Source: an optimization exercise on an open RTL-to-GDS flow (aim: small area, a short achievable clock period and few clock cycles). Production flows keep margins and buffers that such runs may drop. RTL that was checked went through simulation tests only; none was proved equivalent to the original. Power is estimated from default activity; no workload was simulated.

==> wip/juniper <==
Design epb, start of the top module:
module epb (
    input  wire        clk,
    input  wire        rst,           
    input  wire        host_we,
    input  wire [4:0]  host_waddr,
    input  wire [31:0] host_wdata,
    input  wire [4:0]  host_raddr,
    output reg  [31:0] host_rdata,
    output wire        host_ready,    
    output wire        host_halted,   
    output wire        dev_req,
    output wire        dev_we,
    output wire [11:0] dev_addr,
    output wire [15:0] dev_wdata,
    input  wire        dev_ack,
    input  wire [15:0] dev_rdata
);
Settings: LEC_CHECK=0, CAP_MARGIN=20, CORE_MARGIN=2, CORE_UTILIZATION=60, CTS_CLUSTER_DIAMETER=100, CTS_CLUSTER_SIZE=24, SETUP_SLACK_MARGIN=3, SLEW_MARGIN=20, SYNTH_HIERARCHICAL=1; clock period 8.0 ns.
standard.sh (not shown) runs the stock make flow with config.mk's settings and CLKGATE_MAP_FILE= SYNTH_SCRIPT=/design/flow/synth_recipe.tcl, a recipe that flattens the netlist after the stock synthesis.
==> flow/flow/run.sh <==
#!/bin/bash
# Standard layout, with the ports buffered by buf_2 cells instead of the
# smallest-footprint buffer that buffer_ports picks by default.
set -euo pipefail
export BUFFER_PORTS_ARGS="-buffer_cell sky130_fd_sc_hd__buf_2"
bash standard.sh > standard_flow.log 2>&1
==> wip/indigo: changes against wip/juniper <==
--- a/flow/design.v
+++ b/flow/design.v
@@ -4,19 +4,19 @@
     input  wire        host_we,
     input  wire [4:0]  host_waddr,
     input  wire [31:0] host_wdata,
     input  wire [4:0]  host_raddr,
     output reg  [31:0] host_rdata,
     output wire        host_ready,    
     output wire        host_halted,   
     output wire        dev_req,
-    output wire        dev_we,
+    output reg         dev_we,
     output wire [11:0] dev_addr,
-    output wire [15:0] dev_wdata,
+    output reg  [15:0] dev_wdata,
     input  wire        dev_ack,
     input  wire [15:0] dev_rdata
 );
     localparam [3:0] OP_WRITE_REG = 4'h1;
     localparam [3:0] OP_READ_REG  = 4'h2;
     localparam [3:0] OP_READ_MAC  = 4'h3;
     localparam [3:0] OP_WAIT_IDLE = 4'h4;
     localparam [3:0] OP_SUBMIT    = 4'h5;
@@ -71,23 +71,45 @@
     assign host_halted = halted;
     assign dev_req     = run;
     wire [3:0] op = req_r[31:28];
     wire       ok = (outcome == OUT_OK) && !halted;
     wire [31:0] status = {5'd0, halted, 1'b0, 5'd0,
                           halted, ok, ok, ok, 1'b0,
                           halted, halted, halted, 4'd0,
                           3'd0, outcome, halted, ready};
-    wire [22:0] rd_sel;
-    epb_rdec u_rdec (.ra(host_raddr), .pre_v(pre_v), .post_v(post_v), .sel(rd_sel));
-    wire [31:0] rd_y;
-    epb_rmux u_rmux (.sel(rd_sel),
-                     .words({post_img, pre_img, last_cmd, res_r, status, {16'd0, arg_mac[47:32]}, arg_mac[31:0], arg_val, req_r}),
-                     .y(rd_y));
-    always @(*) host_rdata = rd_y;
+    always @(*) begin
+        host_rdata = 32'd0;
+        case (host_raddr)
+            5'd0:  host_rdata = req_r;
+            5'd1:  host_rdata = arg_val;
+            5'd2:  host_rdata = arg_mac[31:0];
+            5'd3:  host_rdata = {16'd0, arg_mac[47:32]};
+            5'd4:  host_rdata = status;
+            5'd5:  host_rdata = res_r;
+            5'd6:  host_rdata = last_cmd;
+            5'd8:  host_rdata = pre_v  ? pre_img[ 31:  0] : 32'd0;
+            5'd9:  host_rdata = pre_v  ? pre_img[ 63: 32] : 32'd0;
+            5'd10: host_rdata = pre_v  ? pre_img[ 95: 64] : 32'd0;
+            5'd11: host_rdata = pre_v  ? pre_img[127: 96] : 32'd0;
+            5'd12: host_rdata = pre_v  ? pre_img[159:128] : 32'd0;
+            5'd13: host_rdata = pre_v  ? pre_img[191:160] : 32'd0;
+            5'd14: host_rdata = pre_v  ? pre_img[223:192] : 32'd0;
+            5'd15: host_rdata = pre_v  ? pre_img[255:224] : 32'd0;
+            5'd16: host_rdata = post_v ? post_img[ 31:  0] : 32'd0;
+            5'd17: host_rdata = post_v ? post_img[ 63: 32] : 32'd0;
+            5'd18: host_rdata = post_v ? post_img[ 95: 64] : 32'd0;
+            5'd19: host_rdata = post_v ? post_img[127: 96] : 32'd0;
+            5'd20: host_rdata = post_v ? post_img[159:128] : 32'd0;
+            5'd21: host_rdata = post_v ? post_img[191:160] : 32'd0;
+            5'd22: host_rdata = post_v ? post_img[223:192] : 32'd0;
+            5'd23: host_rdata = post_v ? post_img[255:224] : 32'd0;
+            default: host_rdata = 32'd0;
+        endcase
+    end
     wire        req_wr = host_we && (host_waddr == 5'd0);
     wire [31:0] q      = host_wdata;
     wire [3:0]  q_op   = q[31:28];
     reg [31:0] q_mask;
     always @(*) begin
         case (q_op)
             OP_WRITE_REG, OP_READ_REG: q_mask = 32'hF000FFFF;
             OP_READ_MAC:               q_mask = 32'hFFFEFFFF;
@@ -103,20 +125,88 @@
     always @(*) begin
         case (q_op)
             OP_WRITE_REG, OP_READ_REG: q_bad_rng = q[16] || (q[27:16] > 12'hFFC);
             OP_READ_CELL:              q_bad_rng = (q[15:8] > 8'd31);
             OP_WR_CELL:                q_bad_rng = (q[15:8] > 8'd6);
             default:                   q_bad_rng = 1'b0;
         endcase
     end
-    wire [2:0] cmd;
-    epb_dport u_dport (
-        .ph(ph), .half(half), .seq(seq), .req_r(req_r), .cell_r(cell_r), .res_r(res_r),
-        .cmd(cmd), .dev_we(dev_we), .dev_addr(dev_addr), .dev_wdata(dev_wdata));
+    reg [2:0] cmd;
+    always @(*) begin
+        case (seq)
+            S_DUMP_PRE, S_DUMP_POST: cmd = CMD_READ;
+            S_UNLOCK:                cmd = CMD_EWEN;
+            S_WRITE:                 cmd = CMD_WRITE;
+            S_LOCK:                  cmd = CMD_EWDS;
+            default: begin
+                case (op)
+                    OP_SUBMIT:    cmd = req_r[18:16];
+                    OP_EN_WRITE:  cmd = CMD_EWEN;
+                    OP_WR_CELL:   cmd = CMD_WRITE;
+                    OP_DIS_WRITE: cmd = CMD_EWDS;
+                    default:      cmd = CMD_READ;
+                endcase
+            end
+        endcase
+    end
+    wire [7:0] cmd_addr = (seq == S_SINGLE && op == OP_SUBMIT) ? req_r[15:8] : {3'd0, cell_r};
+    reg [7:0] wr_byte;
+    always @(*) begin
+        if (seq == S_SINGLE)
+            wr_byte = req_r[7:0];
+        else begin
+            case (cell_r[2:0])
+                3'd1:    wr_byte = res_r[7:0];
+                3'd2:    wr_byte = res_r[15:8];
+                3'd3:    wr_byte = res_r[23:16];
+                3'd4:    wr_byte = res_r[31:24];
+                3'd5:    wr_byte = req_r[7:0];
+                3'd6:    wr_byte = req_r[15:8];
+                default: wr_byte = MAGIC;
+            endcase
+        end
+    end
+    reg [10:0] base;    
+    always @(*) begin
+        case (ph)
+            P_XFER:            base = req_r[27:17];
+            P_MACCMD:          base = 11'h052;    
+            P_MACDATA:         base = 11'h054;    
+            P_DATA, P_READ:    base = 11'h01A;    
+            default:           base = 11'h018;    
+        endcase
+    end
+    assign dev_addr = {base + {10'd0, half}, 1'b0};
+    always @(*) begin
+        dev_we    = 1'b0;
+        dev_wdata = half ? {1'b0, cmd, 12'd0} : {8'd0, cmd_addr};
+        case (ph)
+            P_XFER: begin
+                dev_we    = (op == OP_WRITE_REG);
+                dev_wdata = half ? res_r[31:16] : res_r[15:0];
+            end
+            P_MACCMD: begin
+                dev_we    = 1'b1;
+                dev_wdata = half ? 16'hC000 : {15'd0, req_r[16]};
+            end
+            P_DATA: begin
+                dev_we    = 1'b1;
+                dev_wdata = half ? 16'd0 : {8'd0, wr_byte};
+            end
+            P_ISSUE1: begin
+                dev_we    = 1'b1;
+            end
+            P_ISSUE2: begin
+                dev_we    = 1'b1;
+                dev_wdata = half ? {1'b1, cmd, 12'd0} : {8'd0, cmd_addr};
+            end
+            default: ;
+        endcase
+    end
     wire xfer   = run && dev_ack;
     wire rd_bsy = dev_rdata[15];
     wire is_wait = (seq == S_SINGLE) && (op == OP_WAIT_IDLE);
     wire cop_end = xfer && half && (
                        (ph == P_READ) ||
                        (ph == P_BUSY && !rd_bsy && !is_wait && cmd != CMD_READ && cmd != CMD_EWEN) ||
                        (ph == P_CHECK && !last_cmd[9] && seq != S_SINGLE));
     always @(posedge clk) begin
@@ -297,148 +387,8 @@
                             outcome     <= OUT_OK;
                         end
                     end
                 endcase
             end
         end
     end
 endmodule
-module epb_rdec (
-    input  wire [4:0]  ra,
-    input  wire        pre_v,
-    input  wire        post_v,
-    output wire [22:0] sel
-);
-    genvar i;
-    generate
-        for (i = 0; i < 7; i = i + 1) begin : g_reg
-            assign sel[i] = (ra == i);
-        end
-        for (i = 0; i < 8; i = i + 1) begin : g_img
-            assign sel[7 + i]  = (ra == 8 + i) && pre_v;
-            assign sel[15 + i] = (ra == 16 + i) && post_v;
-        end
-    endgenerate
-endmodule
-module epb_rmux (
-    input  wire [22:0]  sel,
-    input  wire [735:0] words,
-    output reg  [31:0]  y
-);
-    integer w;
-    always @(*) begin
-        y = 32'd0;
-        for (w = 0; w < 23; w = w + 1)
-            y = y | ({32{sel[w]}} & words[w*32 +: 32]);
-    end
-endmodule
-module epb_dport (
-    input  wire [3:0]  ph,
-    input  wire        half,
-    input  wire [2:0]  seq,
-    input  wire [31:0] req_r,
-    input  wire [4:0]  cell_r,
-    input  wire [31:0] res_r,
-    output reg  [2:0]  cmd,
-    output reg         dev_we,
-    output wire [11:0] dev_addr,
-    output reg  [15:0] dev_wdata
-);
-    localparam [3:0] OP_WRITE_REG = 4'h1;
-    localparam [3:0] OP_SUBMIT    = 4'h5;
-    localparam [3:0] OP_EN_WRITE  = 4'h7;
-    localparam [3:0] OP_WR_CELL   = 4'h8;
-    localparam [3:0] OP_DIS_WRITE = 4'h9;
-    localparam [2:0] CMD_READ  = 3'd0;
-    localparam [2:0] CMD_EWDS  = 3'd1;
-    localparam [2:0] CMD_EWEN  = 3'd2;
-    localparam [2:0] CMD_WRITE = 3'd3;
-    localparam [2:0] S_SINGLE    = 3'd0;
-    localparam [2:0] S_DUMP_PRE  = 3'd1;
-    localparam [2:0] S_UNLOCK    = 3'd2;
-    localparam [2:0] S_WRITE     = 3'd3;
-    localparam [2:0] S_LOCK      = 3'd4;
-    localparam [2:0] S_DUMP_POST = 3'd5;
-    localparam [3:0] P_XFER    = 4'd0;
-    localparam [3:0] P_MACCMD  = 4'd1;
-    localparam [3:0] P_MACDATA = 4'd2;
-    localparam [3:0] P_PREWAIT = 4'd3;
-    localparam [3:0] P_DATA    = 4'd4;
-    localparam [3:0] P_ISSUE1  = 4'd5;
-    localparam [3:0] P_ISSUE2  = 4'd6;
-    localparam [3:0] P_BUSY    = 4'd7;
-    localparam [3:0] P_READ    = 4'd8;
-    localparam [3:0] P_CHECK   = 4'd9;
-    localparam [7:0] MAGIC = 8'hA5;
-    wire [3:0] op = req_r[31:28];
-    always @(*) begin
-        case (seq)
-            S_DUMP_PRE, S_DUMP_POST: cmd = CMD_READ;
-            S_UNLOCK:                cmd = CMD_EWEN;
-            S_WRITE:                 cmd = CMD_WRITE;
-            S_LOCK:                  cmd = CMD_EWDS;
-            default: begin
-                case (op)
-                    OP_SUBMIT:    cmd = req_r[18:16];
-                    OP_EN_WRITE:  cmd = CMD_EWEN;
-                    OP_WR_CELL:   cmd = CMD_WRITE;
-                    OP_DIS_WRITE: cmd = CMD_EWDS;
-                    default:      cmd = CMD_READ;
-                endcase
-            end
-        endcase
-    end
-    wire [7:0] cmd_addr = (seq == S_SINGLE && op == OP_SUBMIT) ? req_r[15:8] : {3'd0, cell_r};
-    reg [7:0] wr_byte;
-    always @(*) begin
-        if (seq == S_SINGLE)
-            wr_byte = req_r[7:0];
-        else begin
-            case (cell_r[2:0])
-                3'd1:    wr_byte = res_r[7:0];
-                3'd2:    wr_byte = res_r[15:8];
-                3'd3:    wr_byte = res_r[23:16];
-                3'd4:    wr_byte = res_r[31:24];
-                3'd5:    wr_byte = req_r[7:0];
-                3'd6:    wr_byte = req_r[15:8];
-                default: wr_byte = MAGIC;
-            endcase
-        end
-    end
-    reg [10:0] base;    
-    always @(*) begin
-        case (ph)
-            P_XFER:            base = req_r[27:17];
-            P_MACCMD:          base = 11'h052;    
-            P_MACDATA:         base = 11'h054;    
-            P_DATA, P_READ:    base = 11'h01A;    
-            default:           base = 11'h018;    
-        endcase
-    end
-    assign dev_addr = {base + {10'd0, half}, 1'b0};
-    always @(*) begin
-        dev_we    = 1'b0;
-        dev_wdata = half ? {1'b0, cmd, 12'd0} : {8'd0, cmd_addr};
-        case (ph)
-            P_XFER: begin
-                dev_we    = (op == OP_WRITE_REG);
-                dev_wdata = half ? res_r[31:16] : res_r[15:0];
-            end
-            P_MACCMD: begin
-                dev_we    = 1'b1;
-                dev_wdata = half ? 16'hC000 : {15'd0, req_r[16]};
-            end
-            P_DATA: begin
-                dev_we    = 1'b1;
-                dev_wdata = half ? 16'd0 : {8'd0, wr_byte};
-            end
-            P_ISSUE1: begin
-                dev_we    = 1'b1;
-            end
-            P_ISSUE2: begin
-                dev_we    = 1'b1;
-                dev_wdata = half ? {1'b1, cmd, 12'd0} : {8'd0, cmd_addr};
-            end
-            default: ;
-        endcase
-    end
-endmodule
==> flow/run.sh (new file) <==
#!/bin/bash
# synth_recipe.tcl (not shown) runs the flow's synth.tcl, then flattens the netlist and writes it again
# the make line also repeats each setting of config.mk as NAME=value (left out here)
make -C /OpenROAD-flow-scripts/flow DESIGN_CONFIG=/design/flow/config.mk WORK_HOME=/design/flow/orfs CLKGATE_MAP_FILE= SYNTH_SCRIPT=/design/flow/synth_recipe.tcl finish
==> flow/config.mk (replaced) <==
export PLATFORM = sky130hd
export DESIGN_NAME = epb
export DESIGN_NICKNAME = epb
export VERILOG_FILES = /design/flow/design.v
export SDC_FILE = /design/flow/constraint.sdc
export NUM_CORES = 4
export LEC_CHECK = 0
export CAP_MARGIN = 20
export CORE_MARGIN = 2
export CORE_UTILIZATION = 40
export SETUP_SLACK_MARGIN = 4
export SLEW_MARGIN = 20
removed: flow/flow/run.sh
removed: flow/standard.sh
==> wip/umber: changes against wip/juniper <==
--- a/flow/design.v
+++ b/flow/design.v
@@ -4,19 +4,19 @@
     input  wire        host_we,
     input  wire [4:0]  host_waddr,
     input  wire [31:0] host_wdata,
     input  wire [4:0]  host_raddr,
     output reg  [31:0] host_rdata,
     output wire        host_ready,    
     output wire        host_halted,   
     output wire        dev_req,
-    output wire        dev_we,
+    output reg         dev_we,
     output wire [11:0] dev_addr,
-    output wire [15:0] dev_wdata,
+    output reg  [15:0] dev_wdata,
     input  wire        dev_ack,
     input  wire [15:0] dev_rdata
 );
     localparam [3:0] OP_WRITE_REG = 4'h1;
     localparam [3:0] OP_READ_REG  = 4'h2;
     localparam [3:0] OP_READ_MAC  = 4'h3;
     localparam [3:0] OP_WAIT_IDLE = 4'h4;
     localparam [3:0] OP_SUBMIT    = 4'h5;
@@ -71,23 +71,45 @@
     assign host_halted = halted;
     assign dev_req     = run;
     wire [3:0] op = req_r[31:28];
     wire       ok = (outcome == OUT_OK) && !halted;
     wire [31:0] status = {5'd0, halted, 1'b0, 5'd0,
                           halted, ok, ok, ok, 1'b0,
                           halted, halted, halted, 4'd0,
                           3'd0, outcome, halted, ready};
-    wire [22:0] rd_sel;
-    epb_rdec u_rdec (.ra(host_raddr), .pre_v(pre_v), .post_v(post_v), .sel(rd_sel));
-    wire [31:0] rd_y;
-    epb_rmux u_rmux (.sel(rd_sel),
-                     .words({post_img, pre_img, last_cmd, res_r, status, {16'd0, arg_mac[47:32]}, arg_mac[31:0], arg_val, req_r}),
-                     .y(rd_y));
-    always @(*) host_rdata = rd_y;
+    wire [4:0] ra = host_raddr;
+    wire [7:0] lo_sel;
+    genvar gi;
+    generate
+        for (gi = 0; gi < 8; gi = gi + 1) begin : g_lo
+            assign lo_sel[gi] = (ra[2:0] == gi);
+        end
+    endgenerate
+    wire grp_reg  = (ra[4:3] == 2'd0);
+    wire grp_pre  = (ra[4:3] == 2'd1) && pre_v;
+    wire grp_post = (ra[4:3] == 2'd2) && post_v;
+    reg [31:0] rd_reg, rd_pre, rd_post;
+    integer w;
+    always @(*) begin
+        rd_reg = ({32{lo_sel[0]}} & req_r)
+               | ({32{lo_sel[1]}} & arg_val)
+               | ({32{lo_sel[2]}} & arg_mac[31:0])
+               | ({32{lo_sel[3]}} & {16'd0, arg_mac[47:32]})
+               | ({32{lo_sel[4]}} & status)
+               | ({32{lo_sel[5]}} & res_r)
+               | ({32{lo_sel[6]}} & last_cmd);
+        rd_pre  = 32'd0;
+        rd_post = 32'd0;
+        for (w = 0; w < 8; w = w + 1) begin
+            rd_pre  = rd_pre  | ({32{lo_sel[w]}} & pre_img[w*32 +: 32]);
+            rd_post = rd_post | ({32{lo_sel[w]}} & post_img[w*32 +: 32]);
+        end
+        host_rdata = ({32{grp_reg}} & rd_reg) | ({32{grp_pre}} & rd_pre) | ({32{grp_post}} & rd_post);
+    end
     wire        req_wr = host_we && (host_waddr == 5'd0);
     wire [31:0] q      = host_wdata;
     wire [3:0]  q_op   = q[31:28];
     reg [31:0] q_mask;
     always @(*) begin
         case (q_op)
             OP_WRITE_REG, OP_READ_REG: q_mask = 32'hF000FFFF;
             OP_READ_MAC:               q_mask = 32'hFFFEFFFF;
@@ -103,20 +125,88 @@
     always @(*) begin
         case (q_op)
             OP_WRITE_REG, OP_READ_REG: q_bad_rng = q[16] || (q[27:16] > 12'hFFC);
             OP_READ_CELL:              q_bad_rng = (q[15:8] > 8'd31);
             OP_WR_CELL:                q_bad_rng = (q[15:8] > 8'd6);
             default:                   q_bad_rng = 1'b0;
         endcase
     end
-    wire [2:0] cmd;
-    epb_dport u_dport (
-        .ph(ph), .half(half), .seq(seq), .req_r(req_r), .cell_r(cell_r), .res_r(res_r),
-        .cmd(cmd), .dev_we(dev_we), .dev_addr(dev_addr), .dev_wdata(dev_wdata));
+    reg [2:0] cmd;
+    always @(*) begin
+        case (seq)
+            S_DUMP_PRE, S_DUMP_POST: cmd = CMD_READ;
+            S_UNLOCK:                cmd = CMD_EWEN;
+            S_WRITE:                 cmd = CMD_WRITE;
+            S_LOCK:                  cmd = CMD_EWDS;
+            default: begin
+                case (op)
+                    OP_SUBMIT:    cmd = req_r[18:16];
+                    OP_EN_WRITE:  cmd = CMD_EWEN;
+                    OP_WR_CELL:   cmd = CMD_WRITE;
+                    OP_DIS_WRITE: cmd = CMD_EWDS;
+                    default:      cmd = CMD_READ;
+                endcase
+            end
+        endcase
+    end
+    wire [7:0] cmd_addr = (seq == S_SINGLE && op == OP_SUBMIT) ? req_r[15:8] : {3'd0, cell_r};
+    reg [7:0] wr_byte;
+    always @(*) begin
+        if (seq == S_SINGLE)
+            wr_byte = req_r[7:0];
+        else begin
+            case (cell_r[2:0])
+                3'd1:    wr_byte = res_r[7:0];
+                3'd2:    wr_byte = res_r[15:8];
+                3'd3:    wr_byte = res_r[23:16];
+                3'd4:    wr_byte = res_r[31:24];
+                3'd5:    wr_byte = req_r[7:0];
+                3'd6:    wr_byte = req_r[15:8];
+                default: wr_byte = MAGIC;
+            endcase
+        end
+    end
+    reg [10:0] base;    
+    always @(*) begin
+        case (ph)
+            P_XFER:            base = req_r[27:17];
+            P_MACCMD:          base = 11'h052;    
+            P_MACDATA:         base = 11'h054;    
+            P_DATA, P_READ:    base = 11'h01A;    
+            default:           base = 11'h018;    
+        endcase
+    end
+    assign dev_addr = {base + {10'd0, half}, 1'b0};
+    always @(*) begin
+        dev_we    = 1'b0;
+        dev_wdata = half ? {1'b0, cmd, 12'd0} : {8'd0, cmd_addr};
+        case (ph)
+            P_XFER: begin
+                dev_we    = (op == OP_WRITE_REG);
+                dev_wdata = half ? res_r[31:16] : res_r[15:0];
+            end
+            P_MACCMD: begin
+                dev_we    = 1'b1;
+                dev_wdata = half ? 16'hC000 : {15'd0, req_r[16]};
+            end
+            P_DATA: begin
+                dev_we    = 1'b1;
+                dev_wdata = half ? 16'd0 : {8'd0, wr_byte};
+            end
+            P_ISSUE1: begin
+                dev_we    = 1'b1;
+            end
+            P_ISSUE2: begin
+                dev_we    = 1'b1;
+                dev_wdata = half ? {1'b1, cmd, 12'd0} : {8'd0, cmd_addr};
+            end
+            default: ;
+        endcase
+    end
     wire xfer   = run && dev_ack;
     wire rd_bsy = dev_rdata[15];
     wire is_wait = (seq == S_SINGLE) && (op == OP_WAIT_IDLE);
     wire cop_end = xfer && half && (
                        (ph == P_READ) ||
                        (ph == P_BUSY && !rd_bsy && !is_wait && cmd != CMD_READ && cmd != CMD_EWEN) ||
                        (ph == P_CHECK && !last_cmd[9] && seq != S_SINGLE));
     always @(posedge clk) begin
@@ -297,148 +387,8 @@
                             outcome     <= OUT_OK;
                         end
                     end
                 endcase
             end
         end
     end
 endmodule
-module epb_rdec (
-    input  wire [4:0]  ra,
-    input  wire        pre_v,
-    input  wire        post_v,
-    output wire [22:0] sel
-);
-    genvar i;
-    generate
-        for (i = 0; i < 7; i = i + 1) begin : g_reg
-            assign sel[i] = (ra == i);
-        end
-        for (i = 0; i < 8; i = i + 1) begin : g_img
-            assign sel[7 + i]  = (ra == 8 + i) && pre_v;
-            assign sel[15 + i] = (ra == 16 + i) && post_v;
-        end
-    endgenerate
-endmodule
-module epb_rmux (
-    input  wire [22:0]  sel,
-    input  wire [735:0] words,
-    output reg  [31:0]  y
-);
-    integer w;
-    always @(*) begin
-        y = 32'd0;
-        for (w = 0; w < 23; w = w + 1)
-            y = y | ({32{sel[w]}} & words[w*32 +: 32]);
-    end
-endmodule
-module epb_dport (
-    input  wire [3:0]  ph,
-    input  wire        half,
-    input  wire [2:0]  seq,
-    input  wire [31:0] req_r,
-    input  wire [4:0]  cell_r,
-    input  wire [31:0] res_r,
-    output reg  [2:0]  cmd,
-    output reg         dev_we,
-    output wire [11:0] dev_addr,
-    output reg  [15:0] dev_wdata
-);
-    localparam [3:0] OP_WRITE_REG = 4'h1;
-    localparam [3:0] OP_SUBMIT    = 4'h5;
-    localparam [3:0] OP_EN_WRITE  = 4'h7;
-    localparam [3:0] OP_WR_CELL   = 4'h8;
-    localparam [3:0] OP_DIS_WRITE = 4'h9;
-    localparam [2:0] CMD_READ  = 3'd0;
-    localparam [2:0] CMD_EWDS  = 3'd1;
-    localparam [2:0] CMD_EWEN  = 3'd2;
-    localparam [2:0] CMD_WRITE = 3'd3;
-    localparam [2:0] S_SINGLE    = 3'd0;
-    localparam [2:0] S_DUMP_PRE  = 3'd1;
-    localparam [2:0] S_UNLOCK    = 3'd2;
-    localparam [2:0] S_WRITE     = 3'd3;
-    localparam [2:0] S_LOCK      = 3'd4;
-    localparam [2:0] S_DUMP_POST = 3'd5;
-    localparam [3:0] P_XFER    = 4'd0;
-    localparam [3:0] P_MACCMD  = 4'd1;
-    localparam [3:0] P_MACDATA = 4'd2;
-    localparam [3:0] P_PREWAIT = 4'd3;
-    localparam [3:0] P_DATA    = 4'd4;
-    localparam [3:0] P_ISSUE1  = 4'd5;
-    localparam [3:0] P_ISSUE2  = 4'd6;
-    localparam [3:0] P_BUSY    = 4'd7;
-    localparam [3:0] P_READ    = 4'd8;
-    localparam [3:0] P_CHECK   = 4'd9;
-    localparam [7:0] MAGIC = 8'hA5;
-    wire [3:0] op = req_r[31:28];
-    always @(*) begin
-        case (seq)
-            S_DUMP_PRE, S_DUMP_POST: cmd = CMD_READ;
-            S_UNLOCK:                cmd = CMD_EWEN;
-            S_WRITE:                 cmd = CMD_WRITE;
-            S_LOCK:                  cmd = CMD_EWDS;
-            default: begin
-                case (op)
-                    OP_SUBMIT:    cmd = req_r[18:16];
-                    OP_EN_WRITE:  cmd = CMD_EWEN;
-                    OP_WR_CELL:   cmd = CMD_WRITE;
-                    OP_DIS_WRITE: cmd = CMD_EWDS;
-                    default:      cmd = CMD_READ;
-                endcase
-            end
-        endcase
-    end
-    wire [7:0] cmd_addr = (seq == S_SINGLE && op == OP_SUBMIT) ? req_r[15:8] : {3'd0, cell_r};
-    reg [7:0] wr_byte;
-    always @(*) begin
-        if (seq == S_SINGLE)
-            wr_byte = req_r[7:0];
-        else begin
-            case (cell_r[2:0])
-                3'd1:    wr_byte = res_r[7:0];
-                3'd2:    wr_byte = res_r[15:8];
-                3'd3:    wr_byte = res_r[23:16];
-                3'd4:    wr_byte = res_r[31:24];
-                3'd5:    wr_byte = req_r[7:0];
-                3'd6:    wr_byte = req_r[15:8];
-                default: wr_byte = MAGIC;
-            endcase
-        end
-    end
-    reg [10:0] base;    
-    always @(*) begin
-        case (ph)
-            P_XFER:            base = req_r[27:17];
-            P_MACCMD:          base = 11'h052;    
-            P_MACDATA:         base = 11'h054;    
-            P_DATA, P_READ:    base = 11'h01A;    
-            default:           base = 11'h018;    
-        endcase
-    end
-    assign dev_addr = {base + {10'd0, half}, 1'b0};
-    always @(*) begin
-        dev_we    = 1'b0;
-        dev_wdata = half ? {1'b0, cmd, 12'd0} : {8'd0, cmd_addr};
-        case (ph)
-            P_XFER: begin
-                dev_we    = (op == OP_WRITE_REG);
-                dev_wdata = half ? res_r[31:16] : res_r[15:0];
-            end
-            P_MACCMD: begin
-                dev_we    = 1'b1;
-                dev_wdata = half ? 16'hC000 : {15'd0, req_r[16]};
-            end
-            P_DATA: begin
-                dev_we    = 1'b1;
-                dev_wdata = half ? 16'd0 : {8'd0, wr_byte};
-            end
-            P_ISSUE1: begin
-                dev_we    = 1'b1;
-            end
-            P_ISSUE2: begin
-                dev_we    = 1'b1;
-                dev_wdata = half ? {1'b1, cmd, 12'd0} : {8'd0, cmd_addr};
-            end
-            default: ;
-        endcase
-    end
-endmodule
==> flow/run.sh (new file) <==
#!/bin/bash
# synth_recipe.tcl (not shown) runs the flow's synth.tcl, then flattens the netlist and writes it again
# the make line also repeats each setting of config.mk as NAME=value (left out here)
make -C /OpenROAD-flow-scripts/flow DESIGN_CONFIG=/design/flow/config.mk WORK_HOME=/design/flow/orfs CLKGATE_MAP_FILE= SYNTH_SCRIPT=/design/flow/synth_recipe.tcl finish
==> flow/config.mk (replaced) <==
export PLATFORM = sky130hd
export DESIGN_NAME = epb
export DESIGN_NICKNAME = epb
export VERILOG_FILES = /design/flow/design.v
export SDC_FILE = /design/flow/constraint.sdc
export NUM_CORES = 4
export LEC_CHECK = 0
export CAP_MARGIN = 20
export CORE_MARGIN = 2
export CORE_UTILIZATION = 60
export SETUP_SLACK_MARGIN = 2.7
export SLEW_MARGIN = 20
removed: flow/flow/run.sh
removed: flow/standard.sh
==> summary.txt <==
metric                                                                   wip/indigo  wip/juniper  wip/umber
Status                                                     timing/DRC/antenna clean  timing/DRC/antenna clean  timing/DRC/antenna clean
Overall power after layout                                                  7.78 mW      6.28 mW    7.78 mW
Routed via count                                                              24200        24900      23900
Reg2Reg Setup Slack                                                         4.86 ns      3.74 ns    4.38 ns
Sequential share of cell area                                                 0.505        0.567      0.541
Clock Power Share                                                             0.444        0.336      0.441
Non-filler instance count after layout                                         3744         3299       3343
Count of inverters other than clock inverters in the layout                      47           18         16
Combinational power                                                          413 uW       261 uW     435 uW
Reg2reg start                                                                seq[0]       halted        run
Crit-path max cell delay                                                    0.42 ns      0.50 ns    0.50 ns
Clock network power                                                         3.46 mW      2.11 mW    3.43 mW
Total of warnings raised by yosys                                                 1            9          1
Via count of the first global-routing pass                                    23000        22900      22700
Number of distinct standard cells referenced by the synthesized netlist          83           89         74
Sum of met3 wire segment lengths after detailed routing                    10200 um     16900 um   12500 um
Endpoint arrival time on the critical path                                  3.84 ns      3.53 ns    3.83 ns
Simple logic cell fraction of the synthesized area                            0.104        0.114     0.0919
Non-clock buffer contribution to total cell area                              0.100       0.0653     0.0706
Testbench counts of wip/indigo, summed over its fixed seeds: cycles 21,343.
Testbench counts of wip/umber, summed over its fixed seeds: cycles 21,343.
No functional check of the RTL was part of wip/juniper.

## afterwards: timing with drivers on the ports
Ports are ideal in the flow. The routed layouts listed here were re-timed in OpenROAD.
Step 1, drivers: a clkbuf_16 drives clk and a buf_2 each remaining input, both assumed.
Step 2 times the ports against the registers' clock, not the clock port: input delays grow and output delays shrink by t, the midpoint of the rising clock arrivals with the driver on.
a / b / c = no drivers / after step 1 / after step 2; a / b = the first two.
run | shift t [ns] | setup WS [ns] | worst data-port slew with drivers (ns) | cell pins on the clock port's net
wip/juniper | 0.665 | 2.873 / 2.817 / 2.519 | 0.06 | 1
wip/indigo | 0.681 | 2.559 / 2.468 / 2.468 | 0.16 | 1
wip/umber | 0.687 | 2.570 / 2.508 / 2.503 | 0.06 | 1
After both steps every run listed still meets setup and hold. The setup slack of wip/juniper, which loses most, moves by -0.056 ns with the drivers and by -0.354 ns with both steps.
